Context: an optimization exercise on an open-source flow, tuned for small area, a short achievable clock period and few clock cycles per item. The choices shown serve that exercise and are no tape-out recipe. In this exercise RTL edits were held to simulation tests only and were not proved equivalent to the original. Power is estimated from default activity; no workload was simulated.

[design/flow/config.mk]
export PLATFORM = sky130hd
export DESIGN_NAME = kemojo
export DESIGN_NICKNAME = kemojo
export VERILOG_FILES = /design/flow/design.v
export SDC_FILE = /design/flow/constraint.sdc
export NUM_CORES = 4
export LEC_CHECK = 0
export CAP_MARGIN = 20
export CORE_MARGIN = 2
export CORE_UTILIZATION = 40
export SETUP_SLACK_MARGIN = 5
export SLEW_MARGIN = 20
[design/flow/constraint.sdc]
create_clock -name core_clock -period 11.0 [get_ports {clk}]
set_input_delay 2.2000 -clock core_clock [delete_from_list [all_inputs] [get_ports {clk}]]
set_output_delay 2.2000 -clock core_clock [all_outputs]
set_load 0.01 [all_outputs]
[design/flow/design.v]
module kemojo (
    input  wire        clk,
    input  wire        rst,         
    input  wire        ev_valid,
    output wire        ev_ready,
    input  wire [2:0]  ev_type,
    input  wire [31:0] ev_data,
    output wire        out_valid,   
    output wire [7:0]  out_data,    
    output wire        timer_armed  
);
    localparam BOOT_BYTE = 8'hF1;
    localparam EV_HOST    = 3'd0;
    localparam EV_TICK    = 3'd1;
    localparam EV_KEY     = 3'd2;
    localparam EV_MOTION  = 3'd3;
    localparam EV_BUTTONS = 3'd4;
    localparam EV_EXPIRE  = 3'd5;
    localparam EV_POP     = 3'd6;
    localparam M_OFF = 2'd0, M_REL = 2'd1, M_ABS = 2'd2, M_CUR = 2'd3;
    localparam J_OFF = 2'd0, J_AUTO = 2'd1, J_MON = 2'd2;
    localparam K_TICK = 2'd0, K_KEY = 2'd1, K_MOT = 2'd2, K_DISP = 2'd3;
    localparam TS_P  = 3'd0,     
               TS_F  = 3'd1,     
               TS_M  = 3'd2,     
               TS_J  = 3'd3,     
               TS_LR = 3'd4,     
               TS_C  = 3'd5;     
    reg        rdy, ovr;
    reg [5:0]  head, hp1, tail;
    reg [6:0]  count;
    reg [7:0]  hbyte;
    reg        e_v;
    reg [1:0]  e_k;
    reg [31:0] evd;
    reg        e_wrst, e_absd;
    reg [2:0]  ts;
    reg [3:0]  steps;
    reg [7:0]  c0;
    reg [2:0]  c0len;
    reg [31:0] sr;
    reg [2:0]  cmdlen;
    reg        pause, booting, mdis, jdis, medr;
    reg [1:0]  mmode, jmode;
    reg [2:0]  action;
    reg [15:0] abs_x, abs_y, max_x, max_y;
    reg [31:0] acc_x, acc_y;         
    reg [31:0] dp_x, dp_y;           
    reg [7:0]  scale_x, scale_y, thr_x, thr_y, kc_x, kc_y;
    reg        ysign;
    reg        bl0, br0, br1;        
    reg        ppl, ppr;             
    reg [3:0]  apm;                  
    reg [4:0]  jcur0, jcur1, jprev0, jprev1;    
    reg [7:0]  jrate;
    reg        exc, fresh;
    reg [3:0]  cfx, cfy;
    reg        mvx, mvy;
    reg        p_el, p_er, p_fo, p_j0, p_j1;
    reg        pe_ok, pj_ok;
    reg        busy;
    reg [17:0] ea_x, ea_y;
    reg        eb_x, eb_y, es_x, es_y, eys;
    reg [7:0]  em_x, em_y;
    function [2:0] cmd_len;
        input [7:0] c;
        begin
            case (c)
                8'h08, 8'h0D, 8'h0F, 8'h10, 8'h11, 8'h12, 8'h13, 8'h14,
                8'h15, 8'h16, 8'h18, 8'h1A,
                8'h87, 8'h88, 8'h89, 8'h8A, 8'h8B, 8'h8C, 8'h8F, 8'h90,
                8'h92, 8'h94, 8'h95, 8'h99, 8'h9A:     cmd_len = 3'd1;
                8'h07, 8'h17, 8'h80:                   cmd_len = 3'd2;
                8'h0A, 8'h0B, 8'h0C:                   cmd_len = 3'd3;
                8'h09:                                 cmd_len = 3'd5;
                8'h0E:                                 cmd_len = 3'd6;
                8'h19:                                 cmd_len = 3'd7;
                default:                               cmd_len = 3'd0;
            endcase
        end
    endfunction
    function pkt_cmd;
        input [7:0] c;
        begin
            case (c)
                8'h0D, 8'h16,
                8'h87, 8'h88, 8'h89, 8'h8A, 8'h8B, 8'h8C, 8'h8F, 8'h90,
                8'h92, 8'h94, 8'h95, 8'h99, 8'h9A:     pkt_cmd = 1'b1;
                default:                               pkt_cmd = 1'b0;
            endcase
        end
    endfunction
    wire hold   = e_v && ((busy &&
                  (((e_k == K_TICK) && ((ts == TS_P) || (ts == TS_F))) ||
                   ((e_k == K_DISP) && e_absd))) ||
                  (!fresh && (e_k == K_TICK) && ((ts == TS_P) || (ts == TS_M)) &&
                   (mmode[0] == 1'b1)) ||
                  ((e_k == K_TICK) && (ts == TS_P) && !(pe_ok && pj_ok)));
    wire run    = e_v && !hold;
    wire r_tick = run && (e_k == K_TICK);
    wire r_key  = run && (e_k == K_KEY);
    wire r_mot  = run && (e_k == K_MOT);
    wire r_disp = run && (e_k == K_DISP);
    wire warm   = r_disp && e_wrst;
    wire c_eq0 = (count == 7'd0);
    wire c_eq1 = (count == 7'd1);
    wire c_ge2 = !c_eq0 && !c_eq1;
    wire moff  = (mmode == M_OFF);
    wire jmon  = (jmode == J_MON);
    wire jauto = (jmode == J_AUTO);
    wire [7:0] j0raw = evd[7:0];
    wire [7:0] j1raw = evd[15:8];
    wire [4:0] jc0   = {j0raw[7] | (moff & j1raw[7]), j0raw[3:0]};
    wire [4:0] jc1   = {moff & j1raw[7], j1raw[3:0]};
    wire       br1_t = ~moff & j1raw[7];
    wire pl   = bl0;
    wire pr_t = br0 | br1_t;         
    wire pr_d = br0 | br1;           
    wire edge_l = p_el;
    wire edge_r = p_er;
    wire edges  = edge_l | edge_r;
    wire forced = p_fo;
    wire [3:0] abs_cur_t = {~pl, pl, ~pr_t, pr_t};
    wire [3:0] abs_cur_d = {~pl, pl, ~pr_d, pr_d};
    wire jch0 = p_j0;
    wire jch1 = p_j1;
    wire g2   = jch0 | jch1;
    wire t_p   = r_tick && (ts == TS_P);
    wire t_f   = r_tick && (ts == TS_F);
    wire t_m   = r_tick && (ts == TS_M);
    wire t_j   = r_tick && (ts == TS_J);
    wire t_lr  = r_tick && (ts == TS_LR);
    wire t_c   = r_tick && (ts == TS_C);
    wire t_mon = t_p && jmon;
    wire fgo   = !action[2] && forced;
    wire t_fgo = t_p && !jmon && fgo;
    wire t_main = (t_p && !jmon && !fgo) || t_m;
    wire m_k   = t_main && action[2];
    wire m_rel = t_main && !action[2] && (mmode == M_REL);
    wire m_oth = t_main && !action[2] && (moff || (mmode == M_ABS));
    wire m_cur = t_main && !action[2] && (mmode == M_CUR);
    wire rel_due = exc | edges;
    wire g1    = (m_k && edges) || (m_rel && rel_due);
    wire m_nc  = m_k || m_rel || m_oth;
    wire xr1 = mvx ? cfx[2] : cfx[3];
    wire xl1 = mvx ? cfx[0] : cfx[1];
    wire yd1 = mvy ? cfy[2] : cfy[3];
    wire yu1 = mvy ? cfy[0] : cfy[1];
    wire x1  = xr1 | xl1;
    wire y1  = yd1 | yu1;
    wire c_any  = x1 | y1;
    wire lt10   = (steps < 4'd10);
    wire cur_fe = m_cur && edges;                                
    wire c_step = (m_cur && !edges && c_any) || (t_c && lt10 && c_any);
    wire c_end  = (m_cur && !edges && !c_any) || (t_c && !(lt10 && c_any));
    wire c_emit = cur_fe || c_step;
    wire j_now  = t_j || (m_nc && !g1) || c_end;
    wire t_done = t_mon || (m_nc && !(g1 && g2)) || t_j || c_end;
    wire px_in = (dp_x[31:7] == {25{dp_x[31]}});
    wire py_in = (dp_y[31:7] == {25{dp_y[31]}});
    wire [7:0] cx = px_in ? dp_x[7:0] : (dp_x[31] ? 8'h80 : 8'h7F);
    wire [7:0] cy = py_in ? dp_y[7:0] : (dp_y[31] ? 8'h80 : 8'h7F);
    wire [7:0] cy_out = ysign ? (8'd0 - cy) : cy;
    reg [63:0] dpk;   reg [3:0] dlen;
    always @* begin
        dpk = {56'd0, 8'hF6};
        dlen = 4'd8;
        case (c0)
        8'h0D: begin
            dpk[47:0] = {abs_y[7:0], abs_y[15:8], abs_x[7:0], abs_x[15:8],
                         4'd0, abs_cur_d & apm, 8'hF7};
            dlen = 4'd6;
        end
        8'h16: begin
            dpk[23:0] = {jcur1[4], 3'd0, jcur1[3:0], jcur0[4], 3'd0, jcur0[3:0], 8'hFD};
            dlen = 4'd3;
        end
        8'h87: dpk[23:8] = {5'd0, action, 8'h07};
        8'h88, 8'h89, 8'h8A: begin
            case (mmode)
            M_REL: dpk[15:8] = 8'h08;
            M_ABS: dpk[47:8] = {max_y[7:0], max_y[15:8], max_x[7:0], max_x[15:8], 8'h09};
            M_CUR: dpk[31:8] = {kc_y, kc_x, 8'h0A};
            default: dpk[15:8] = 8'h12;
            endcase
        end
        8'h8B: dpk[31:8] = {thr_y, thr_x, 8'h0B};
        8'h8C: dpk[31:8] = {scale_y, scale_x, 8'h0C};
        8'h8F, 8'h90: dpk[15:8] = ysign ? 8'h10 : 8'h0F;
        8'h92: dpk[15:8] = moff ? 8'h12 : 8'h00;
        8'h94, 8'h95, 8'h99: begin
            case (jmode)
            J_AUTO: dpk[15:8] = 8'h14;
            J_MON:  dpk[23:8] = {jrate, 8'h17};
            default: dpk[15:8] = 8'h15;
            endcase
        end
        8'h9A: dpk[15:8] = (jmode == J_OFF) ? 8'h1A : 8'h00;
        default: dlen = 4'd0;
        endcase
    end
    reg [1:0] mmode_d, jmode_d;
    reg       pause_d;
    always @* begin
        mmode_d = mmode;
        jmode_d = jmode;
        pause_d = 1'b0;
        case (c0)
        8'h08: mmode_d = M_REL;
        8'h09: mmode_d = M_ABS;
        8'h0A: mmode_d = M_CUR;
        8'h12: begin
            mmode_d = M_OFF;
            if (booting && jdis) begin
                mmode_d = M_REL;
                jmode_d = J_AUTO;
            end
        end
        8'h13: pause_d = !booting;
        8'h14: begin
            jmode_d = J_AUTO;
            mmode_d = (medr || mdis) ? M_REL : M_OFF;
        end
        8'h15: jmode_d = J_OFF;
        8'h17: jmode_d = J_MON;
        8'h1A: begin
            jmode_d = J_OFF;
            if (booting && mdis) begin
                mmode_d = M_REL;
                jmode_d = J_AUTO;
            end
        end
        default: ;
        endcase
    end
    wire [15:0] min_x_a = (abs_x > sr[31:16]) ? sr[31:16] : abs_x;      
    wire [15:0] min_y_a = (abs_y > sr[15:0])  ? sr[15:0]  : abs_y;
    wire [15:0] min_x_b = (sr[31:16] > max_x) ? max_x : sr[31:16];      
    wire [15:0] min_y_b = (sr[15:0]  > max_y) ? max_y : sr[15:0];
    wire okp = !booting && (r_disp || !pause);
    wire c_top = (count[5:3] == 3'b111);                     
    wire fge1 = !count[6];
    wire fge2 = fge1 && !(count[5:0] == 6'd63);
    wire fge3 = fge1 && !(count[5:1] == 5'b11111);
    wire fge4 = fge1 && !((count[5:2] == 4'b1111) && (count[1:0] != 2'd0));
    wire fge6 = fge1 && !(count[5:2] == 4'b1111) && !(count[5:0] == 6'd59);
    wire fge8 = fge1 && !(c_top && (count[2:0] != 3'd0));
    reg [63:0] spk;  reg [3:0] slen;  reg s_on;
    always @* begin
        spk = dpk; slen = dlen; s_on = 1'b0;
        if (r_disp) s_on = 1'b1;
        if (r_key) begin
            s_on = !jmon;
            spk[7:0] = {~evd[7], evd[6:0]};
            slen = 4'd1;
        end
        if (t_mon) begin
            s_on = 1'b1;
            spk[15:0] = {j0raw[3:0], j1raw[3:0], 6'd0, j0raw[7], j1raw[7]};
            slen = 4'd2;
        end
        if (t_f) begin
            s_on = 1'b1;
            spk[47:0] = {abs_y[7:0], abs_y[15:8], abs_x[7:0], abs_x[15:8],
                         4'd0, abs_cur_t & apm, 8'hF7};
            slen = 4'd6;
        end
        if (m_rel && rel_due) begin
            s_on = 1'b1;
            spk[23:0] = {cy_out, cx, 6'b111110, pl, pr_t};
            slen = 4'd3;
        end
    end
    wire s_fit = (slen == 4'd1) ? fge1 : (slen == 4'd2) ? fge2 : (slen == 4'd3) ? fge3 :
                 (slen == 4'd6) ? fge6 : (slen == 4'd8) ? fge8 : 1'b0;
    wire s_adm = s_on && okp && s_fit;
    reg [15:0] q1, q2;  reg q1on, q2on, q1two, q2two;
    always @* begin
        q1 = 16'd0; q2 = 16'd0; q1on = 1'b0; q2on = 1'b0; q1two = 1'b1; q2two = 1'b1;
        if (c_emit) begin
            q1 = xr1 ? 16'hCD4D : 16'hCB4B;  q1on = x1;
            q2 = yd1 ? 16'hD050 : 16'hC848;  q2on = y1;
        end
        if ((m_k && edges) || t_lr) begin
            q1 = {8'd0, pl   ? 8'h74 : 8'hF4};  q1on = edge_l;  q1two = 1'b0;
            q2 = {8'd0, pr_t ? 8'h75 : 8'hF5};  q2on = edge_r;  q2two = 1'b0;
        end
        if (j_now) begin
            q1 = {jc0[4], 3'd0, jc0[3:0], 8'hFE};  q1on = jch0;
            q2 = {jc1[4], 3'd0, jc1[3:0], 8'hFF};  q2on = jch1;
        end
    end
    wire       p_a1 = okp && q1on && (q1two ? fge2 : fge1);
    wire       p_f2 = !p_a1 ? (q2two ? fge2 : fge1) :
                      q1two ? (q2two ? fge4 : fge3) : (q2two ? fge3 : fge2);
    wire       p_a2 = okp && q2on && p_f2;
    wire [2:0] p_l1 = p_a1 ? (q1two ? 3'd2 : 3'd1) : 3'd0;
    reg  [2:0] p_n;
    always @* begin
        case ({p_a1, p_a2, q1two, q2two})
        4'b0100: p_n = 3'd1;
        4'b0101: p_n = 3'd2;
        4'b0110: p_n = 3'd1;
        4'b0111: p_n = 3'd2;
        4'b1000: p_n = 3'd1;
        4'b1001: p_n = 3'd1;
        4'b1010: p_n = 3'd2;
        4'b1011: p_n = 3'd2;
        4'b1100: p_n = 3'd2;
        4'b1101: p_n = 3'd3;
        4'b1110: p_n = 3'd3;
        4'b1111: p_n = 3'd4;
        default: p_n = 3'd0;
        endcase
    end
    reg  [31:0] pv;
    always @* begin
        case (p_l1)
        3'd0:    pv = {16'd0, q2};
        3'd1:    pv = {8'd0, q2, q1[7:0]};
        default: pv = {q2, q1};
        endcase
    end
    wire        pair_on = (m_k && edges) || t_lr || j_now || c_emit;
    wire [3:0]  n_wr = s_adm ? slen : pair_on ? {1'b0, p_n} : 4'd0;
    wire [63:0] vw   = pair_on ? {32'd0, pv} : spk;
    wire        wr_any = (n_wr != 4'd0);
    wire        wr2    = (n_wr[3:1] != 3'd0);
    assign ev_ready = rdy;
    wire take   = ev_valid && rdy && !rst;
    wire a_host = take && (ev_type == EV_HOST);
    wire a_tick = take && (ev_type == EV_TICK);
    wire a_key  = take && (ev_type == EV_KEY);
    wire a_mot  = take && (ev_type == EV_MOTION);
    wire a_btn  = take && (ev_type == EV_BUTTONS);
    wire a_exp  = take && (ev_type == EV_EXPIRE) && booting;
    wire a_pop  = take && (ev_type == EV_POP) && (!c_eq0 || wr_any);
    wire [7:0] hb       = ev_data[7:0];
    wire       host_new = (cmdlen == 3'd0);
    wire [2:0] host_len = host_new ? cmd_len(hb) : c0len;
    wire       host_kn  = (host_len != 3'd0);
    wire       host_fin = host_kn && (cmdlen + 3'd1 == host_len);
    wire       h_cap    = host_new && pkt_cmd(hb);
    wire       h_wrst   = !host_new && (c0 == 8'h80) && (hb == 8'h01);
    wire       h_absd   = host_new ? (hb == 8'h0D) : ((c0 == 8'h09) || (c0 == 8'h0E));
    wire       a_disp   = a_host && host_fin;
    wire [7:0] h_first  = (hb == 8'h0D) ? 8'hF7 : (hb == 8'h16) ? 8'hFD : 8'hF6;
    wire [3:0] wlim = count[6] ? 4'd0 : c_top ? (4'd8 - {1'b0, count[2:0]}) : 4'd8;
    wire [7:0] rdb [0:7];
    genvar b;
    generate
        for (b = 0; b < 8; b = b + 1) begin : g_bank
            reg  [7:0] bm [0:7];
            wire [2:0] k   = b[2:0] - tail[2:0];
            wire       we  = ({1'b0, k} < wlim);
            wire [2:0] row = tail[5:3] + ((b[2:0] < tail[2:0]) ? 3'd1 : 3'd0);
            always @(posedge clk) begin
                if (we)
                    bm[row] <= vw[8*k +: 8];
            end
            assign rdb[b] = bm[hp1[5:3]];
        end
    endgenerate
    wire [7:0] rd_next = rdb[hp1[2:0]];
    assign out_valid   = ovr;
    assign out_data    = hbyte;
    assign timer_armed = booting;
    wire [8:0] kcx2 = {1'b0, kc_x};
    wire [8:0] kcy2 = {1'b0, kc_y};
    reg  [31:0] opx, opy;
    reg         cix, ciy;
    always @* begin
        if (e_k == K_MOT) begin                              
            opx = {{16{evd[15]}}, evd[15:0]};   cix = 1'b0;
            opy = {{16{evd[31]}}, evd[31:16]};  ciy = 1'b0;
        end else if (mmode == M_REL) begin
            opx = dp_x[31] ? 32'd128 : 32'hFFFFFF81;  cix = 1'b0;
            opy = dp_y[31] ? 32'd128 : 32'hFFFFFF81;  ciy = 1'b0;
        end else begin                                       
            opx = xr1 ? ~{23'd0, kcx2} : {23'd0, kcx2};  cix = xr1;
            opy = yd1 ? ~{23'd0, kcy2} : {23'd0, kcy2};  ciy = yd1;
        end
    end
    wire [31:0] sum_dx = dp_x + opx + {31'd0, cix};
    wire [31:0] sum_dy = dp_y + opy + {31'd0, ciy};
    wire dp_we = r_mot || t_mon || m_k || m_oth || (m_rel && rel_due) || (c_emit && (x1 || y1));
    reg [31:0] dp_x_n, dp_y_n;
    always @* begin
        dp_x_n = dp_x;
        dp_y_n = dp_y;
        if (rst || warm || t_mon || m_k || m_oth) begin
            dp_x_n = 32'd0;
            dp_y_n = 32'd0;
        end else if (r_mot) begin
            dp_x_n = sum_dx;
            dp_y_n = sum_dy;
        end else if (m_rel && rel_due) begin
            dp_x_n = px_in ? 32'd0 : sum_dx;
            dp_y_n = py_in ? 32'd0 : sum_dy;
        end else if (c_emit) begin
            if (x1) dp_x_n = sum_dx;
            if (y1) dp_y_n = sum_dy;
        end
    end
    function exc_f;
        input [31:0] d;
        input [7:0]  t;
        reg in;
        reg [7:0] c;
        reg [8:0] mag;
        begin
            in    = (d[31:7] == {25{d[31]}});
            c     = in ? d[7:0] : (d[31] ? 8'h80 : 8'h7F);
            mag   = c[7] ? (9'd0 - {1'b1, c}) : {1'b0, c};
            exc_f = (mag > {1'b0, t});
        end
    endfunction
    function [3:0] cur_f;
        input [31:0] d;
        input [7:0]  k;
        reg nz;
        reg [10:0] s1, s2;
        begin
            nz = (d != 32'd0);
            s1 = {{1{d[9]}}, d[9:0]} + {3'd0, k};             
            s2 = d[10:0] + {2'd0, k, 1'b0};                   
            cur_f[3] = !d[31] && nz && ((d[30:8] != 23'd0) || (d[7:0] >= k));
            cur_f[2] = !d[31] && nz && ((d[30:9] != 22'd0) || (d[8:0] >= {k, 1'b0}));
            cur_f[1] = d[31] && ((d[30:9] != {22{1'b1}}) || s1[10] || (s1 == 11'd0));
            cur_f[0] = d[31] && ((d[30:10] != {21{1'b1}}) || s2[10] || (s2 == 11'd0));
        end
    endfunction
    wire [31:0] acc_x_n = (rst || warm || t_p) ? 32'd0 :
                          r_mot ? acc_x + {{16{evd[15]}}, evd[15:0]} : acc_x;
    wire [31:0] acc_y_n = (rst || warm || t_p) ? 32'd0 :
                          r_mot ? acc_y + {{16{evd[31]}}, evd[31:16]} : acc_y;
    wire [7:0]  scale_x_n = (rst || warm) ? 8'd1 : (r_disp && c0 == 8'h0C) ? sr[15:8] : scale_x;
    wire [7:0]  scale_y_n = (rst || warm) ? 8'd1 : (r_disp && c0 == 8'h0C) ? sr[7:0]  : scale_y;
    wire        ysign_n   = (rst || warm) ? 1'b0 : (r_disp && c0 == 8'h0F) ? 1'b0 :
                            (r_disp && c0 == 8'h10) ? 1'b1 : ysign;
    reg d_mode;
    always @* begin
        case (c0)
        8'h07, 8'h08, 8'h09, 8'h0A, 8'h12, 8'h14, 8'h15, 8'h17, 8'h1A: d_mode = r_disp;
        default: d_mode = 1'b0;
        endcase
    end
    wire [15:0] pd   = (take && (ev_type == EV_TICK)) ? ev_data[15:0] : evd[15:0];
    wire        pd_r = br0 | (~moff & pd[15]);
    wire [4:0]  pd_j0 = {pd[7] | (moff & pd[15]), pd[3:0]};
    wire [4:0]  pd_j1 = {moff & pd[15], pd[11:8]};
    wire        pd_press   = (pl & ~ppl) | (pd_r & ~ppr);
    wire        pd_release = (~pl & ppl) | (~pd_r & ppr);
    wire        st   = t_p;                                   
    wire        e_on = st || busy;
    wire [17:0] sa_x = ea_x;
    wire [17:0] sa_y = ea_y;
    wire        sb_x = eb_x;
    wire        sb_y = eb_y;
    wire        ss_x = es_x;
    wire        ss_y = es_y;
    wire [7:0]  sm_x = em_x;
    wire [7:0]  sm_y = em_y;
    wire        sys  = eys;
    wire [18:0] ax19 = {{1{sa_x[17]}}, sa_x};
    wire [18:0] ay19 = sys ? ~{{1{sa_y[17]}}, sa_y} : {{1{sa_y[17]}}, sa_y};
    wire [18:0] px = {3'd0, abs_x} + ax19;
    wire [18:0] py = {3'd0, abs_y} + ay19 + {18'd0, sys};
    wire [18:0] gx = {3'd0, abs_x} + ax19 + {3'b111, ~max_x};
    wire [18:0] gy = {3'd0, abs_y} + ay19 + {3'b111, ~max_y} + {18'd0, sys};
    wire [15:0] nx = sb_x ? (ss_x ? 16'd0 : max_x) :
                     px[18] ? 16'd0 : !gx[18] ? max_x : px[15:0];
    wire [15:0] ny = sb_y ? ((ss_y ^ sys) ? 16'd0 : max_y) :
                     py[18] ? 16'd0 : !gy[18] ? max_y : py[15:0];
    wire [7:0]  em_x_n = sm_x >> 1;
    wire [7:0]  em_y_n = sm_y >> 1;
    wire        busy_n = !(rst || warm) && e_on && ((em_x_n != 8'd0) || (em_y_n != 8'd0));
    wire [6:0] cb_p  = count + 7'd1;
    wire [6:0] cb_m  = count - 7'd1;
    wire [6:0] cbase = a_pop ? cb_m : a_exp ? cb_p : count;
    wire [6:0] cb_hi = {cbase[6:3], 3'd0} + 7'd8;
    wire [3:0] c_lo  = {1'b0, cbase[2:0]} + n_wr;
    wire [6:0] count_n = {(c_lo[3] ? cb_hi[6:3] : cbase[6:3]), c_lo[2:0]};
    wire [5:0] tbase = a_exp ? tail + 6'd1 : tail;
    wire [5:0] tb_hi = {tbase[5:3], 3'd0} + 6'd8;
    wire [3:0] t_lo  = {1'b0, tbase[2:0]} + n_wr;
    wire [5:0] tail_n = {(t_lo[3] ? tb_hi[5:3] : tbase[5:3]), t_lo[2:0]};
    wire       cn_eq0  = c_eq0 && !wr_any && !a_exp;      
    wire       pause_n = r_disp ? pause_d : pause;
    wire [1:0] jmode_n = r_disp ? jmode_d : jmode;
    wire       key_adm = !booting && !pause_n && (jmode_n != J_MON);
    wire       e_cont  = e_v && !(run && ((e_k != K_TICK) || t_done));
    reg  [2:0] ts_n;
    always @* begin
        ts_n = ts;
        if (t_fgo) ts_n = TS_F;
        if (t_f)   ts_n = TS_M;
        if (m_nc && g1 && g2) ts_n = TS_J;
        if (cur_fe) ts_n = TS_LR;
        if (t_lr || c_step) ts_n = TS_C;
    end
    wire rdy_n = take ? !(a_tick || (a_disp && (h_wrst || (h_absd && busy_n)))) :
                 !e_cont ? 1'b1 :
                 ((e_k == K_TICK) && (ts_n == TS_J) && !cn_eq0);
    always @(posedge clk) begin
        exc   <= exc_f(dp_x, thr_x) | exc_f(dp_y, thr_y);
        cfx   <= cur_f(dp_x, kc_x);
        cfy   <= cur_f(dp_y, kc_y);
        fresh <= !(rst || warm || dp_we || (r_disp && (c0 == 8'h0A || c0 == 8'h0B)));
        mvx   <= c_emit && x1;
        mvy   <= c_emit && y1;
        p_el  <= pl ^ ppl;
        p_er  <= pd_r ^ ppr;
        p_fo  <= (action[0] & pd_press) | (action[1] & pd_release);
        p_j0  <= jauto && (pd_j0 != jprev0);
        p_j1  <= jauto && (pd_j1 != jprev1);
        pe_ok <= !(d_mode || m_nc || c_end || t_lr || warm);
        pj_ok <= !(d_mode || j_now || warm);
        dp_x <= dp_x_n;
        dp_y <= dp_y_n;
        busy <= busy_n;
        if (busy_n) begin
            ea_x <= {sa_x[16:0], 1'b0};
            ea_y <= {sa_y[16:0], 1'b0};
            eb_x <= sb_x | (sa_x[17] ^ sa_x[16]);
            eb_y <= sb_y | (sa_y[17] ^ sa_y[16]);
            em_x <= em_x_n;
            em_y <= em_y_n;
        end else begin
            ea_x <= acc_x_n[17:0];
            ea_y <= acc_y_n[17:0];
            eb_x <= (acc_x_n[31:17] != {15{acc_x_n[31]}});
            eb_y <= (acc_y_n[31:17] != {15{acc_y_n[31]}});
            es_x <= acc_x_n[31];
            es_y <= acc_y_n[31];
            eys  <= ysign_n;
            em_x <= (scale_x_n > 8'd1) ? scale_x_n : 8'd1;
            em_y <= (scale_y_n > 8'd1) ? scale_y_n : 8'd1;
        end
        if (rst || warm) begin
            rdy           <= 1'b1;
            ovr           <= 1'b0;
            e_v           <= 1'b0;
            cmdlen        <= 3'd0;
            head          <= 6'd0;
            hp1           <= 6'd1;
            tail          <= 6'd0;
            count         <= 7'd0;
            pause         <= 1'b0;
            mmode         <= M_REL;
            jmode         <= J_AUTO;
            action        <= 3'd0;
            abs_x         <= 16'd0;
            abs_y         <= 16'd0;
            max_x         <= 16'hFFFF;
            max_y         <= 16'hFFFF;
            acc_x         <= 32'd0;
            acc_y         <= 32'd0;
            scale_x       <= 8'd1;
            scale_y       <= 8'd1;
            thr_x         <= 8'd1;
            thr_y         <= 8'd1;
            kc_x          <= 8'd1;
            kc_y          <= 8'd1;
            ysign         <= 1'b0;
            if (rst) begin
                bl0       <= 1'b0;
                br0       <= 1'b0;
            end
            br1           <= 1'b0;
            ppl           <= 1'b0;
            ppr           <= 1'b0;
            apm           <= 4'b0101;
            jcur0         <= 5'd0;
            jcur1         <= 5'd0;
            jprev0        <= 5'd0;
            jprev1        <= 5'd0;
            jrate         <= 8'd1;
            booting       <= 1'b1;
            mdis          <= 1'b0;
            jdis          <= 1'b0;
            medr          <= 1'b0;
        end else begin
            rdy <= rdy_n;
            ovr <= a_exp || (a_pop ? (c_ge2 || (c_eq1 && wr_any) || wr2) : (!c_eq0 || wr_any)) ||
                   (a_key && key_adm) || (a_disp && h_cap && !booting);
            acc_x <= acc_x_n;
            acc_y <= acc_y_n;
            if (r_disp) begin
                pause <= pause_d;
                mmode <= mmode_d;
                jmode <= jmode_d;
                case (c0)
                8'h07: action <= sr[2:0];
                8'h08: if (booting) medr <= 1'b1;
                8'h09: begin
                    max_x <= sr[31:16];
                    max_y <= sr[15:0];
                    abs_x <= min_x_a;
                    abs_y <= min_y_a;
                end
                8'h0A: begin
                    kc_x  <= sr[15:8];
                    kc_y  <= sr[7:0];
                end
                8'h0B: begin
                    thr_x <= sr[15:8];
                    thr_y <= sr[7:0];
                end
                8'h0C: begin
                    scale_x <= sr[15:8];
                    scale_y <= sr[7:0];
                end
                8'h0D: apm <= ~abs_cur_d;
                8'h0E: begin
                    abs_x <= min_x_b;
                    abs_y <= min_y_b;
                end
                8'h0F: ysign <= 1'b0;
                8'h10: ysign <= 1'b1;
                8'h12: if (booting) mdis <= 1'b1;
                8'h17: jrate <= (sr[7:0] == 8'd0) ? 8'd1 : sr[7:0];
                8'h1A: if (booting) jdis <= 1'b1;
                default: ;
                endcase
            end
            if (e_on) begin
                if (sm_x[0]) abs_x <= nx;
                if (sm_y[0]) abs_y <= ny;
            end
            if (t_p) begin
                jcur0 <= jc0;
                jcur1 <= jc1;
                br1   <= br1_t;
            end
            if (t_f)
                apm <= ~abs_cur_t;
            if (m_nc || c_end) begin
                ppl <= pl;
                ppr <= pr_t;
            end
            if (t_lr) begin
                if (edge_l) ppl <= pl;
                if (edge_r) ppr <= pr_t;
            end
            if (cur_fe)
                steps <= 4'd1;
            if (c_step)
                steps <= (m_cur ? 4'd0 : steps) + 4'd1;
            if (j_now) begin
                if (jch0) jprev0 <= jc0;
                if (jch1) jprev1 <= jc1;
            end
            ts <= ts_n;
            if (!e_cont)
                e_v <= 1'b0;
            if (a_host) begin
                if (!host_kn) begin
                    cmdlen <= 3'd0;
                end else begin
                    sr <= {sr[23:0], hb};
                    if (host_new) begin
                        c0    <= hb;
                        c0len <= host_len;
                    end
                    if (host_fin) begin
                        cmdlen <= 3'd0;
                        e_v    <= 1'b1;
                        e_k    <= K_DISP;
                        e_wrst <= h_wrst;
                        e_absd <= h_absd;
                    end else begin
                        cmdlen <= cmdlen + 3'd1;
                    end
                end
            end
            if (a_tick || a_key || a_mot) begin
                e_v   <= 1'b1;
                e_k   <= a_tick ? K_TICK : a_key ? K_KEY : K_MOT;
                evd   <= ev_data;
                ts    <= TS_P;
            end
            if (a_btn) begin
                bl0 <= ev_data[0];
                br0 <= ev_data[1];
            end
            if (a_exp) begin
                booting <= 1'b0;
                medr    <= 1'b0;
            end
            if (a_pop) begin
                head <= hp1;
                hp1  <= hp1 + 6'd1;
            end
            tail  <= tail_n;
            count <= count_n;
            if (a_exp)
                hbyte <= BOOT_BYTE;
            else if (a_pop)
                hbyte <= !c_eq0 && !c_eq1 ? rd_next : c_eq1 ? vw[7:0] : vw[15:8];
            else if (c_eq0 && wr_any)
                hbyte <= vw[7:0];
            else if (cn_eq0 && a_key)
                hbyte <= {~ev_data[7], ev_data[6:0]};
            else if (cn_eq0 && a_disp && h_cap)
                hbyte <= h_first;
        end
    end
endmodule
[design/flow/run.sh]
#!/bin/bash
# synth_recipe.tcl (not shown) runs the flow's synth.tcl, then flattens the netlist and writes it again
# the make line also repeats each setting of config.mk as NAME=value (left out here)
make -C /OpenROAD-flow-scripts/flow DESIGN_CONFIG=/design/flow/config.mk WORK_HOME=/design/flow/orfs CLKGATE_MAP_FILE= SYNTH_SCRIPT=/design/flow/synth_recipe.tcl finish
==> impl_results.rst, run 1 <==
.. list-table::
   :header-rows: 1

   * - Metric
     - Value
   * - Setup repair after global routing missed its margin
     - yes
   * - Via total after detailed routing
     - roughly 48000
   * - I/O pin total
     - 49
   * - Proportion of layout cells with a drive suffix above 1
     - 0.107
   * - Leading area contributor after synthesis
     - sky130_fd_sc_hd__edfxtp_1
   * - Iteration-0 DRC Markers
     - around 5300
   * - Yosys warning total
     - 1
   * - Slowest Stage Delay on Critical Path
     - 0.71 ns
   * - Area of all placed cells without fillers
     - approximately 0.066 mm^2
   * - Worst-path maximum fanout
     - 14
   * - Cell-by-cell listing of the critical path
     - clkdlybuf4s50_1 > or2_2 > or2_2 > a21oi_1 > or2_2 > nor2_1 > o21ai_0 > mux2i_1 > nor3_1 > nand3_1 > or3b_2 > a31o_2 > a21oi_2
   * - Clock period minus final worst setup slack
     - 5.94 ns
   * - Final Hold Slack
     - ~0.43 ns
   * - Multi-input gate area
     - 0.0314 mm^2
   * - CTS max path bufs
     - 3
   * - Count of max-cap constraint violations
     - 0
   * - Total core area
     - approximately 0.15 mm^2
   * - EDFF count, synth
     - 611
   * - Origin of the worst setup path
     - ev_data[0]
   * - Total iterations of the first detailed-routing run
     - 8
   * - Footprint of the flip-flops and latches
     - between 0.02 and 0.03 mm^2
   * - Overall Global Routing Usage
     - 0.250
   * - Num rows
     - 141
   * - Xor-xnor portion of the synthesized cell area
     - 0.0359
   * - Post-synthesis net count
     - between 6000 and 7000
   * - Clk latency of the worst-skew pair
     - 0.78 ns
   * - Aggregate routed wire length
     - just under 200 mm
   * - Number of buffers added on ports
     - 48
   * - Number of max-slew violations in the final report
     - 0
   * - Final net count
     - approximately 6300
   * - Max-slew headroom
     - 0.212
   * - Achievable frequency
     - between 0.15 and 0.2 GHz
   * - Clock buffers created by TritonCTS
     - about 110
   * - Proportion of synthesized flip-flops having asynchronous set or reset
     - 0
   * - GPL Wtd Cong
     - 0.979
   * - Clk_skew
     - approximately 0.066 ns
   * - Number of instances in the synthesized netlist
     - roughly 5900
   * - Post-synthesis mux area share
     - 0.0916
   * - DR DRC count
     - 0
   * - Commonest register cell after synthesis
     - sky130_fd_sc_hd__edfxtp_1
   * - Number of hold-repair buffers added at the cts stage
     - 0
   * - Critical-path cell with the highest stage delay
     - sky130_fd_sc_hd__clkdlybuf4s50_1
   * - Portion of synthesized cell area occupied by the leading cell type
     - 0.310
   * - Count of distinct cell types in the synthesized netlist
     - 94
   * - Beginning of the worst register-to-register path
     - ts[1]$_SDFFCE_PP0P_
   * - Post-synthesis compound-gate area fraction
     - 0.166
   * - Endpoints failing setup
     - 0
   * - Detailed placement HPWL
     - approximately 140 mm
   * - Setup slack after layout
     - slightly above 5 ns
   * - Synth top area cells
     - sky130_fd_sc_hd__edfxtp_1 (31%), sky130_fd_sc_hd__dfxtp_1 (13%), sky130_fd_sc_hd__ha_1 (8.5%)
   * - Library cell used as clock root buffer
     - sky130_fd_sc_hd__clkbuf_16
   * - Max VDD drop
     - approximately 0.00012 V
   * - Basic-gate share of the synthesized area counting and, or, nand and nor cells
     - 0.141
   * - Synth Area in Adders
     - 0.0895
   * - Clock transition at path regs
     - ~0.06 ns
   * - Global-route wire length before repair
     - slightly below 300 mm
   * - Power per cell area
     - between 100 and 150 mW/mm^2
   * - Class of the worst hold path
     - reg -> reg
   * - Chip height
     - 389 um
   * - Cell area after synthesis
     - slightly below 0.06 mm^2
   * - Leakage power summed over all cells
     - 0.0254 uW
   * - Die Span X
     - between 300 and 400 um
   * - Critical Path Most Common Cell
     - sky130_fd_sc_hd__or2_2
   * - Seq/Total Area, Yosys
     - 0.442
   * - Cells on worst reg2reg path
     - 26
   * - Crit path arrival time
     - 6.35 ns
   * - Drt wl/cell
     - 24.5 um
   * - Worst Setup End Kind
     - register
   * - Startpoint of the tightest hold check path
     - em_x[7]$_SDFF_PP0_
   * - Total grt overflow
     - 0
   * - Initial antenna violation count
     - 11
   * - Largest family of logic cells by synthesized area
     - compound AO/OA/AOI/OAI gates
   * - Clock sink total
     - about 1000
   * - Initial Utilization
     - 0.402
   * - Final clock period utilization by the worst path
     - 0.540
   * - Average size of a mapped cell
     - a little over 10 um^2
   * - Number of flip-flops and latches in the synthesized netlist
     - around 1000
   * - Post-Place Cell Area
     - between 0.06 and 0.07 mm^2
   * - CP Launch Type
     - input port
   * - Run status
     - finished clean
   * - Inserted Diodes
     - 0
   * - Via count of the first global-routing pass
     - between 40000 and 50000
   * - Area growth syn-to-layout
     - 11.7%
   * - Post-placement setup slack
     - between 3 and 4 ns
   * - Number of nets still failing antenna checks after routing
     - 0
   * - Endpoint required time on the critical path
     - 11.42 ns
   * - Worst Hold Depth
     - 2
   * - Total negative slack for setup checks
     - 0 ns
   * - Kind of critical path
     - in -> reg
   * - Area of the die
     - 0.151 mm^2
   * - Count of H-tree levels built during CTS
     - 3
   * - Transition time at the pin with the least slew margin
     - around 1.2 ns
   * - Filler instances
     - about 14000
   * - Reg-to-reg setup timing slack
     - between 5 and 6 ns
   * - Maximum number of pins on one net before global-route repair
     - approximately 120
   * - Terminus of the critical flop-to-flop path
     - count[6]$_SDFF_PN0_
   * - Worst setup path end
     - hbyte[5]$_SDFFCE_PP1P_
   * - TritonCTS clock tree
     - yes
   * - Post-DR vias/cell
     - between 6 and 7
   * - Final number of hold-violating endpoints
     - 0
[metrics by stage]
stage,util,cells,power [uW]
2_1_floorplan,-,5878,4480
3_3_place_gp,0.422,7685,4670
3_5_place_dp,0.422,7685,4680
4_1_cts,0.448,7895,8490
5_1_grt,0.449,7910,8700
6_report,0.449,7910,8450
[layer usage]
layer | track usage | wire length [um] | vias up
met1 | 0.366 | 86600 | 23300
met4 | 0.0903 | 7250 | 18
met2 | 0.365 | 81600 | 1986
met5 | 0 | 126 | -
met3 | 0.0510 | 17900 | 361
li1 | - | - | 22000
[cells by family after synthesis]
| kind of cell | Yosys count |
|---|---|
| adders and majority gates | 415 |
| DFF | 1001 |
| buffers and inverters | 535 |
| AOI/OAI and AO/OA | 1516 |
| and+or+nand+nor | 1812 |
| muxes | 356 |
| xor gates and xnor gates | 243 |
[layout make-up]
| cell class | count | area share |
|---|---|---|
| inverter | 248 | 0.0141 |
| clock buffer | 130 | 0.0435 |
| timing repair buffer | 186 | 0.0232 |
| clock inverter | 73 | 0.0130 |
| multi-input combinational | 4342 | 0.474 |
| sequential | 1001 | 0.395 |
| tap | 1930 | 0.0365 |
[cell usage in the layout, fill, tap and decap left out, drive strengths merged, types with 24 or more instances in the layout]
cell           count
edfxtp           611
nand2            568
nor2             550
a21oi            524
ha               401
dfxtp            390
inv              251
o21ai            232
mux2i            164
xnor2            147
nor3             147
mux4             144
nand3            142
buf              138
clkbuf           130
a21o             115
xor2              96
o211ai            72
o21a              64
a22oi             61
nand4             59
nor2b             55
o22ai             51
nor4              49
mux2              48
nand2b            48
a221oi            47
clkdlybuf4s50     46
a31oi             44
and2              42
clkinv            42
a211oi            38
a22o              36
and3              29
or3               26
o21bai            25
or2               24
a222oi            24
[worst max-delay path, delay by kind of cell]
| family | cells | cell delay, ns |
|---|---|---|
| AOI/OAI and AO/OA | 4 | 1.15 |
| buffers and inverters | 1 | 0.71 |
| muxes | 1 | 0.12 |
| and+or+nand+nor | 7 | 2.17 |
[power by group]
part	leakage (uW)	switching, uW	internal [uW]
combinational	0.0149	381	226
clock	0.00178	1640	2190
sequential	0.00876	28.5	3980
[worst min-delay path by stage]
stage,endpoint
floorplan,em_x[5]$_DFF_P_
global placement,em_y[3]$_DFF_P_
detailed placement,em_y[3]$_DFF_P_
CTS,em_x[6]$_DFF_P_
global route,em_x[6]$_DFF_P_
finish,em_x[6]$_DFF_P_
[flip-flops by register name, summed over array words and instances (netlist names), 16 cells and up, named ones only]
register	count
acc_x	32
abs_y	16
dp_x	32
max_y	16
ea_y	18
acc_y	32
max_x	16
g_bank.bm	512
sr	32
evd	32
dp_y	32
abs_x	16
ea_x	18
[repair_timing]
action,in CTS,in global routing
pin swaps,3,13
resized for setup,11,23
endpoints found under the setup margin,226,55
setup buffers,7,15
endpoints found under the hold margin,0,0
[synth_stat cells, types with 40 or more instances]
cell	instances
sky130_fd_sc_hd__edfxtp_1	611
sky130_fd_sc_hd__xor2_1	96
sky130_fd_sc_hd__and2_1	40
sky130_fd_sc_hd__nand2_1	568
sky130_fd_sc_hd__a21oi_1	524
sky130_fd_sc_hd__nor4_1	49
sky130_fd_sc_hd__nand2b_1	48
sky130_fd_sc_hd__mux2i_1	164
sky130_fd_sc_hd__nor2_1	550
sky130_fd_sc_hd__a221oi_1	47
sky130_fd_sc_hd__mux4_2	144
sky130_fd_sc_hd__nor2b_1	55
sky130_fd_sc_hd__xnor2_1	147
sky130_fd_sc_hd__nor3_1	146
sky130_fd_sc_hd__nand4_1	59
sky130_fd_sc_hd__a31oi_1	43
sky130_fd_sc_hd__a21o_1	115
sky130_fd_sc_hd__nand3_1	142
sky130_fd_sc_hd__o211ai_1	72
sky130_fd_sc_hd__o21ai_0	228
sky130_fd_sc_hd__clkbuf_1	239
sky130_fd_sc_hd__dfxtp_1	390
sky130_fd_sc_hd__o22ai_1	51
sky130_fd_sc_hd__mux2_2	48
sky130_fd_sc_hd__inv_1	246
sky130_fd_sc_hd__a22oi_1	61
sky130_fd_sc_hd__ha_1	401
sky130_fd_sc_hd__o21a_1	64
Testbench counts, summed over its fixed seeds: cycles 28,073, events 24,014.
==> run 2: changes to the inputs <==
--- a/design/flow/design.v
+++ b/design/flow/design.v
@@ -501,3 +501,45 @@
     end
-    wire rdy_n = take ? !(a_tick || (a_disp && (h_wrst || (h_absd && busy_n)))) :
+    wire pc_el  = pl ^ ppl;
+    wire pc_er  = pd_r ^ ppr;
+    wire pc_fo  = (action[0] & pd_press) | (action[1] & pd_release);
+    wire pc_j0  = jauto && (pd_j0 != jprev0);
+    wire pc_j1  = jauto && (pd_j1 != jprev1);
+    wire pe_okn = !(d_mode || m_nc || c_end || t_lr || warm);
+    wire pj_okn = !(d_mode || j_now || warm);
+    wire frsh_n = !(rst || warm || dp_we || (r_disp && (c0 == 8'h0A || c0 == 8'h0B)));
+    wire exc_d  = exc_f(dp_x, thr_x) | exc_f(dp_y, thr_y);
+    wire [3:0] cfx_d = cur_f(dp_x, kc_x);
+    wire [3:0] cfy_d = cur_f(dp_y, kc_y);
+    wire cany_d = cfx_d[3] | cfx_d[1] | cfy_d[3] | cfy_d[1];
+    wire pc_edg  = pc_el | pc_er;
+    wire pc_g2   = pc_j0 | pc_j1;
+    wire tp_last = jmon ||
+                   (!(!action[2] && pc_fo) &&
+                    (action[2]         ? !(pc_edg && pc_g2) :
+                     (mmode == M_REL)  ? !((exc_d || pc_edg) && pc_g2) :
+                     (mmode == M_CUR)  ? !(pc_edg || cany_d) : 1'b1));
+    wire tp_safe = tp_last && !busy_n && pe_okn && pj_okn && (frsh_n || !mmode[0]);
+    reg       tp_any;
+    reg [7:0] tp_b0;
+    always @* begin
+        tp_any = 1'b1;
+        tp_b0  = 8'hFE;
+        if (jmon)
+            tp_b0 = {6'd0, pd[7], pd[15]};
+        else if (action[2] && pc_el)
+            tp_b0 = pl ? 8'h74 : 8'hF4;
+        else if (action[2] && pc_er)
+            tp_b0 = pd_r ? 8'h75 : 8'hF5;
+        else if (!action[2] && (mmode == M_REL) && (exc_d || pc_edg))
+            tp_b0 = {6'b111110, pl, pd_r};
+        else if (pc_j0)
+            tp_b0 = 8'hFE;
+        else if (pc_j1)
+            tp_b0 = 8'hFF;
+        else
+            tp_any = 1'b0;
+    end
+    wire tp_adm  = tp_any && !booting && !pause_n;
+    wire tp_fast = tp_safe;
+    wire rdy_n = take ? !((a_tick && !tp_fast) || (a_disp && (h_wrst || (h_absd && busy_n)))) :
                  !e_cont ? 1'b1 :
@@ -505,15 +547,15 @@
     always @(posedge clk) begin
-        exc   <= exc_f(dp_x, thr_x) | exc_f(dp_y, thr_y);
-        cfx   <= cur_f(dp_x, kc_x);
-        cfy   <= cur_f(dp_y, kc_y);
-        fresh <= !(rst || warm || dp_we || (r_disp && (c0 == 8'h0A || c0 == 8'h0B)));
+        exc   <= exc_d;
+        cfx   <= cfx_d;
+        cfy   <= cfy_d;
+        fresh <= frsh_n;
         mvx   <= c_emit && x1;
         mvy   <= c_emit && y1;
-        p_el  <= pl ^ ppl;
-        p_er  <= pd_r ^ ppr;
-        p_fo  <= (action[0] & pd_press) | (action[1] & pd_release);
-        p_j0  <= jauto && (pd_j0 != jprev0);
-        p_j1  <= jauto && (pd_j1 != jprev1);
-        pe_ok <= !(d_mode || m_nc || c_end || t_lr || warm);
-        pj_ok <= !(d_mode || j_now || warm);
+        p_el  <= pc_el;
+        p_er  <= pc_er;
+        p_fo  <= pc_fo;
+        p_j0  <= pc_j0;
+        p_j1  <= pc_j1;
+        pe_ok <= pe_okn;
+        pj_ok <= pj_okn;
         dp_x <= dp_x_n;
@@ -584,3 +626,3 @@
             rdy <= rdy_n;
-            ovr <= a_exp || (a_pop ? (c_ge2 || (c_eq1 && wr_any) || wr2) : (!c_eq0 || wr_any)) ||
+            ovr <= (a_tick && tp_fast && cn_eq0 && tp_adm) || a_exp || (a_pop ? (c_ge2 || (c_eq1 && wr_any) || wr2) : (!c_eq0 || wr_any)) ||
                    (a_key && key_adm) || (a_disp && h_cap && !booting);
@@ -706,2 +748,4 @@
                 hbyte <= h_first;
+            else if (cn_eq0 && a_tick)
+                hbyte <= tp_b0;
         end
==> impl_results.rst, run 2 <==
.. list-table::
   :header-rows: 1

   * - Metric
     - Value
   * - Post-synthesis net count
     - 6647 (+5.0%)
   * - Slowest Stage Delay on Critical Path
     - 0.90 ns (+0.19 ns)
   * - Final clock period utilization by the worst path
     - 0.542 (+0.00190)
   * - Total net switching power
     - 2040 uW (-0.62%)
   * - CTS max path bufs
     - 3 (unchanged)
   * - Proportion of layout cells with a drive suffix above 1
     - 0.105 (-0.00196)
   * - Commonest register cell after synthesis
     - sky130_fd_sc_hd__edfxtp_1
   * - Reg-to-reg setup timing slack
     - 5.04 ns (-0.17 ns)
   * - Num rows
     - 143 (+1.4%)
   * - Synth top area cells
     - sky130_fd_sc_hd__edfxtp_1 (30%), sky130_fd_sc_hd__dfxtp_1 (13%), sky130_fd_sc_hd__ha_1 (8.3%)
   * - Cells on worst reg2reg path
     - 12 (-54%)
   * - Leading cell type in the layout, fill and taps excluded
     - sky130_fd_sc_hd__nand2_1
   * - Number of hold-repair buffers added at the cts stage
     - 0 (unchanged)
   * - Transition time at the pin with the least slew margin
     - 1.14 ns (-0.0280 ns)
   * - Synth top cells by count
     - sky130_fd_sc_hd__nand2_1 (717), sky130_fd_sc_hd__edfxtp_1 (611), sky130_fd_sc_hd__a21oi_1 (508)
   * - Clk latency of the worst-skew pair
     - 0.76 ns (-0.02 ns)
   * - Setup repair after global routing missed its margin
     - yes
   * - Beginning of the worst register-to-register path
     - c0[4]$_DFFE_PP_
   * - Proportion of power drawn by flip-flops and latches
     - 0.478 (+0.004)
   * - Largest register by flop count
     - g_bank.bm
   * - Area of all placed cells without fillers
     - 0.0678 mm^2 (+2.4%)
   * - Family with the most delay on the worst path
     - compound AO/OA/AOI/OAI gates
   * - Total grt overflow
     - 0 (unchanged)
   * - Most frequent cells in the layout
     - sky130_fd_sc_hd__nand2_1 (713), sky130_fd_sc_hd__edfxtp_1 (611), sky130_fd_sc_hd__a21oi_1 (506)
   * - Maximum number of pins on one net before global-route repair
     - 92 (-26%)
   * - Chip height
     - 394 um (+1.3%)
   * - Final net count
     - 6623 (+4.4%)
   * - Number of nets still failing antenna checks after routing
     - 0 (unchanged)
   * - Worst Setup End Kind
     - register
   * - I/O pin total
     - 49 (unchanged)
   * - Clk_skew
     - 0.0687 ns (+0.00250 ns)
   * - Number of buffers added on ports
     - 48 (unchanged)
   * - Origin of the worst setup path
     - c0[4]$_DFFE_PP_
   * - Fraction of power spent switching nets
     - 0.243 (+0.000243)
   * - DR DRC count
     - 0 (unchanged)
   * - Internal power contribution
     - 6350 uW (-0.75%)
   * - Class of the worst hold path
     - reg -> reg
   * - Proportion of synthesized flip-flops having asynchronous set or reset
     - 0 (unchanged)
   * - Endpoints failing setup
     - 0 (unchanged)
   * - Combinational share of power
     - 0.073 (about the same)
   * - Leading area contributor after synthesis
     - sky130_fd_sc_hd__edfxtp_1
   * - Via total after detailed routing
     - 50300 (+5.7%)
   * - Total iterations of the first detailed-routing run
     - 8 (unchanged)
   * - Cell-by-cell listing of the critical path
     - or4b_2 > nor2_1 > and3_1 > buf_4 > a22oi_1 > a21oi_1 > a211oi_1 > a2111oi_0 > buf_4 > o21ai_0 > mux4_2 > o21ai_0
   * - Clock network fraction of total power
     - 0.449 (-0.005)
   * - Global-route wire length before repair
     - 306 mm (+6.1%)
   * - Power per cell area
     - 124 mW/mm^2 (-3.1%)
   * - Filler instances
     - 14400 (+5.0%)
   * - Aggregate routed wire length
     - 206 mm (+6.2%)
   * - Detailed placement HPWL
     - 151 mm (+6.3%)
   * - Leakage power summed over all cells
     - 0.0264 uW (+3.9%)
   * - Final number of hold-violating endpoints
     - 0 (unchanged)
   * - Area of the die
     - 0.155 mm^2 (+2.6%)
   * - Max VDD drop
     - 0.000126 V (+3.5%)
   * - Critical Path Stages
     - 12 (-1)
   * - Area growth syn-to-layout
     - 11.5%
   * - GPL Wtd Cong
     - 0.987 (+0.81%)
   * - Critical-path cell with the highest stage delay
     - sky130_fd_sc_hd__or4b_2
   * - EDFF count, synth
     - 611 (unchanged)
   * - Library cell used as clock root buffer
     - sky130_fd_sc_hd__clkbuf_16
   * - Number of flip-flops and latches in the synthesized netlist
     - 1001 (unchanged)
   * - Overall Global Routing Usage
     - 0.257 (+0.00656)
   * - Worst-path maximum fanout
     - 17 (+3)
   * - Total core area
     - 0.151 mm^2 (+2.8%)
   * - Total negative slack for setup checks
     - 0 ns (unchanged)
   * - Seq/Total Area, Yosys
     - 0.430 (-0.0113)
   * - Flip-flop count of the largest register, all copies and words added
     - 512 (unchanged)
   * - Most common cell in the netlist
     - sky130_fd_sc_hd__nand2_1
   * - Count of H-tree levels built during CTS
     - 3 (unchanged)
   * - Footprint of the flip-flops and latches
     - 0.0262 mm^2 (about the same)
   * - Final Hold Slack
     - 0.441 ns (+0.0112 ns)
   * - Post-Place Cell Area
     - 0.0638 mm^2 (+2.6%)
   * - Yosys warning total
     - 1 (unchanged)
   * - Initial Utilization
     - 0.402 (-0.000477)
   * - Portion of synthesized cell area occupied by the leading cell type
     - 0.302 (-0.00795)
   * - Count of distinct cell types in the synthesized netlist
     - 102 (+8.5%)
   * - Cell area after synthesis
     - 0.0608 mm^2 (+2.6%)
   * - Endpoint required time on the critical path
     - 11.40 ns (-0.02 ns)
   * - Drt wl/cell
     - 24.8 um (+1.2%)
   * - Via count of the first global-routing pass
     - 47500 (+6.0%)
   * - Terminus of the critical flop-to-flop path
     - g_bank[7].bm[5][4]$_DFFE_PP_
   * - Clock period minus final worst setup slack
     - 5.96 ns (+0.0209 ns)
   * - Clock buffers created by TritonCTS
     - 110 (+0.92%)
   * - Post-DR vias/cell
     - 6.06 (+0.70%)
   * - Clock sink total
     - 1001 (unchanged)
   * - Initial antenna violation count
     - 15 (+4)
   * - Die Span X
     - 394 um (+1.3%)
   * - Crit path arrival time
     - 6.36 ns (about the same)
   * - Achievable frequency
     - 0.168 GHz (-0.35%)
   * - Run status
     - finished clean
   * - Count of max-cap constraint violations
     - 0 (unchanged)
   * - Multi-input gate area
     - 0.0329 mm^2 (+4.8%)
   * - Worst setup path end
     - g_bank[7].bm[5][4]$_DFFE_PP_
   * - Iteration-0 DRC Markers
     - 5908 (+12%)
   * - CP Launch Type
     - register
   * - Max-slew headroom
     - 0.227 (+0.0150)
   * - Clock transition at path regs
     - 0.06 ns (about the same)
   * - Number of instances in the synthesized netlist
     - 6194 (+5.4%)
   * - Average size of a mapped cell
     - 9.81 um^2 (-2.6%)
   * - TritonCTS clock tree
     - yes
   * - Kind of critical path
     - reg -> reg
   * - Buf/Inv on CP
     - 2 (+1)
   * - Number of max-slew violations in the final report
     - 0 (unchanged)
[run 2: cell count changes in the layout (fill, tap and decap cells not counted), moves of 27 or more]
| cell | delta |
|---|---|
| sky130_fd_sc_hd__nand2_1 | +147 |
| sky130_fd_sc_hd__or3_1 | +66 |
| sky130_fd_sc_hd__o21ai_0 | +63 |
| sky130_fd_sc_hd__nor2_1 | -60 |
| sky130_fd_sc_hd__nand3_1 | +45 |
| sky130_fd_sc_hd__mux2i_1 | -41 |
| sky130_fd_sc_hd__o22ai_1 | -27 |
[run 2: worst min-delay path by stage]
| stage | to | start | slack [ns] | cells after the start |
|---|---|---|---|---|
| global route | em_x[6]$_DFF_P_ | em_x[7]$_SDFF_PP0_ | 0.45 | 2 |
| finish | em_y[5]$_DFF_P_ | em_y[6]$_DFF_P_ | 0.44 | 2 |
| floorplan | em_x[5]$_DFF_P_ | em_x[6]$_DFF_P_ | 0.42 | 2 |
| CTS | em_y[5]$_DFF_P_ | em_y[6]$_DFF_P_ | 0.43 | 2 |
| global placement | em_y[4]$_DFF_P_ | em_y[5]$_DFF_P_ | 0.43 | 2 |
| detailed placement | em_y[5]$_DFF_P_ | em_y[6]$_DFF_P_ | 0.44 | 2 |
[run 2: through the flow]
| stage | total power (uW) | worst slack [ns] | utilization | cells |
|---|---|---|---|---|
| floorplan | 4480 | 5.49 | - | 6194 |
| global placement | 4660 | 4.11 | 0.421 | 8070 |
| detailed placement | 4670 | 4.11 | 0.421 | 8072 |
| CTS | 8410 | 4.99 | 0.446 | 8279 |
| global route | 8630 | 4.93 | 0.448 | 8294 |
| finish | 8390 | 5.04 | 0.448 | 8301 |
[run 2: power groups by stage]
stage                     logic (uW)  clock network (uW)  registers [uW]
after global routing             668                3950            4010
after floorplan                  410                   0            4070
after global placement           573                   0            4090
after detailed placement         583                   0            4090
after CTS                        592                3810            4010
final                            615                3760            4010
[run 2: cell families after synthesis]
kind of cell / Yosys count / synth area share
simple gates: 2057 / 0.159
buf+inv: 561 / 0.0353
fa+ha+maj: 415 / 0.0872
flops: 1001 / 0.430
mux: 334 / 0.0859
compound gates: 1605 / 0.170
xor+xnor: 221 / 0.0318
[run 2: final cells by class]
| cell class | count | share of cell area |
|---|---|---|
| clock buffers | 157 | 0.0454 |
| clock inverters | 49 | 0.00849 |
| flip-flops and latches | 1001 | 0.386 |
| repair buffers | 191 | 0.0237 |
| well taps | 2030 | 0.0375 |
| diodes | 7 | 0.000259 |
| multi-input cells | 4633 | 0.485 |
| inverters | 233 | 0.0130 |
[run 2: worst register-to-register path, cell delays in order (launching register included)]
cell	delay, ns
sky130_fd_sc_hd__edfxtp_1	0.62
sky130_fd_sc_hd__or4b_2	0.90
sky130_fd_sc_hd__nor2_1	0.51
sky130_fd_sc_hd__and3_1	0.23
sky130_fd_sc_hd__buf_4	0.26
sky130_fd_sc_hd__a22oi_1	0.19
sky130_fd_sc_hd__a21oi_1	0.21
sky130_fd_sc_hd__a211oi_1	0.11
sky130_fd_sc_hd__a2111oi_0	0.67
sky130_fd_sc_hd__buf_4	0.25
sky130_fd_sc_hd__o21ai_0	0.30
sky130_fd_sc_hd__mux4_2	0.57
sky130_fd_sc_hd__o21ai_0	0.78
[run 2: metal layers]
| metal | part of all wire | vias up | global-route usage |
|---|---|---|---|
| met1 | 0.44 | 24600 | 0.366 |
| li1 | - | 23100 | - |
| met2 | 0.43 | 2243 | 0.382 |
| met5 | 0.00032 | - | 0 |
| met4 | 0.050 | 10 | 0.116 |
| met3 | 0.086 | 435 | 0.0415 |
[run 2: repair_timing]
action	4_1_cts	5_1_grt
gates cloned	1	0
resized for setup	9	28
setup buffers	0	13
setup endpoints to repair	7	107
pin swaps	0	2
Testbench counts of run 2, summed over its fixed seeds: cycles 27,240, events 24,014.

separate check: timing with driven ports:
The results above use ideal ports. As a check the final layouts listed here were re-extracted and re-timed, cells and wires unchanged.
Step 1 sets driving cells, clkbuf_16 on the clock port and buf_2 on the other inputs (assumed; they add their load-dependent delay and slew).
Step 2, shift: input delay + t, output delay - t, t = (earliest + latest rising clock arrival at the registers) / 2. This alone moves slack from input paths to output paths.
Slacks: ideal ports / drivers / drivers and shift; pairs: ideal ports / drivers.
run | t (ns) | slack for setup (ns) | worst data-port slew with drivers (ns)
run 1 | 0.815 | 5.063 / 5.064 / 4.249 | 0.11
run 2 | 0.808 | 5.042 / 5.042 / 4.363 | 0.25
After both steps every run listed still meets setup and hold. For run 1, which loses most, drivers alone change the setup slack by +0.001 ns; drivers and shift together by -0.814 ns.
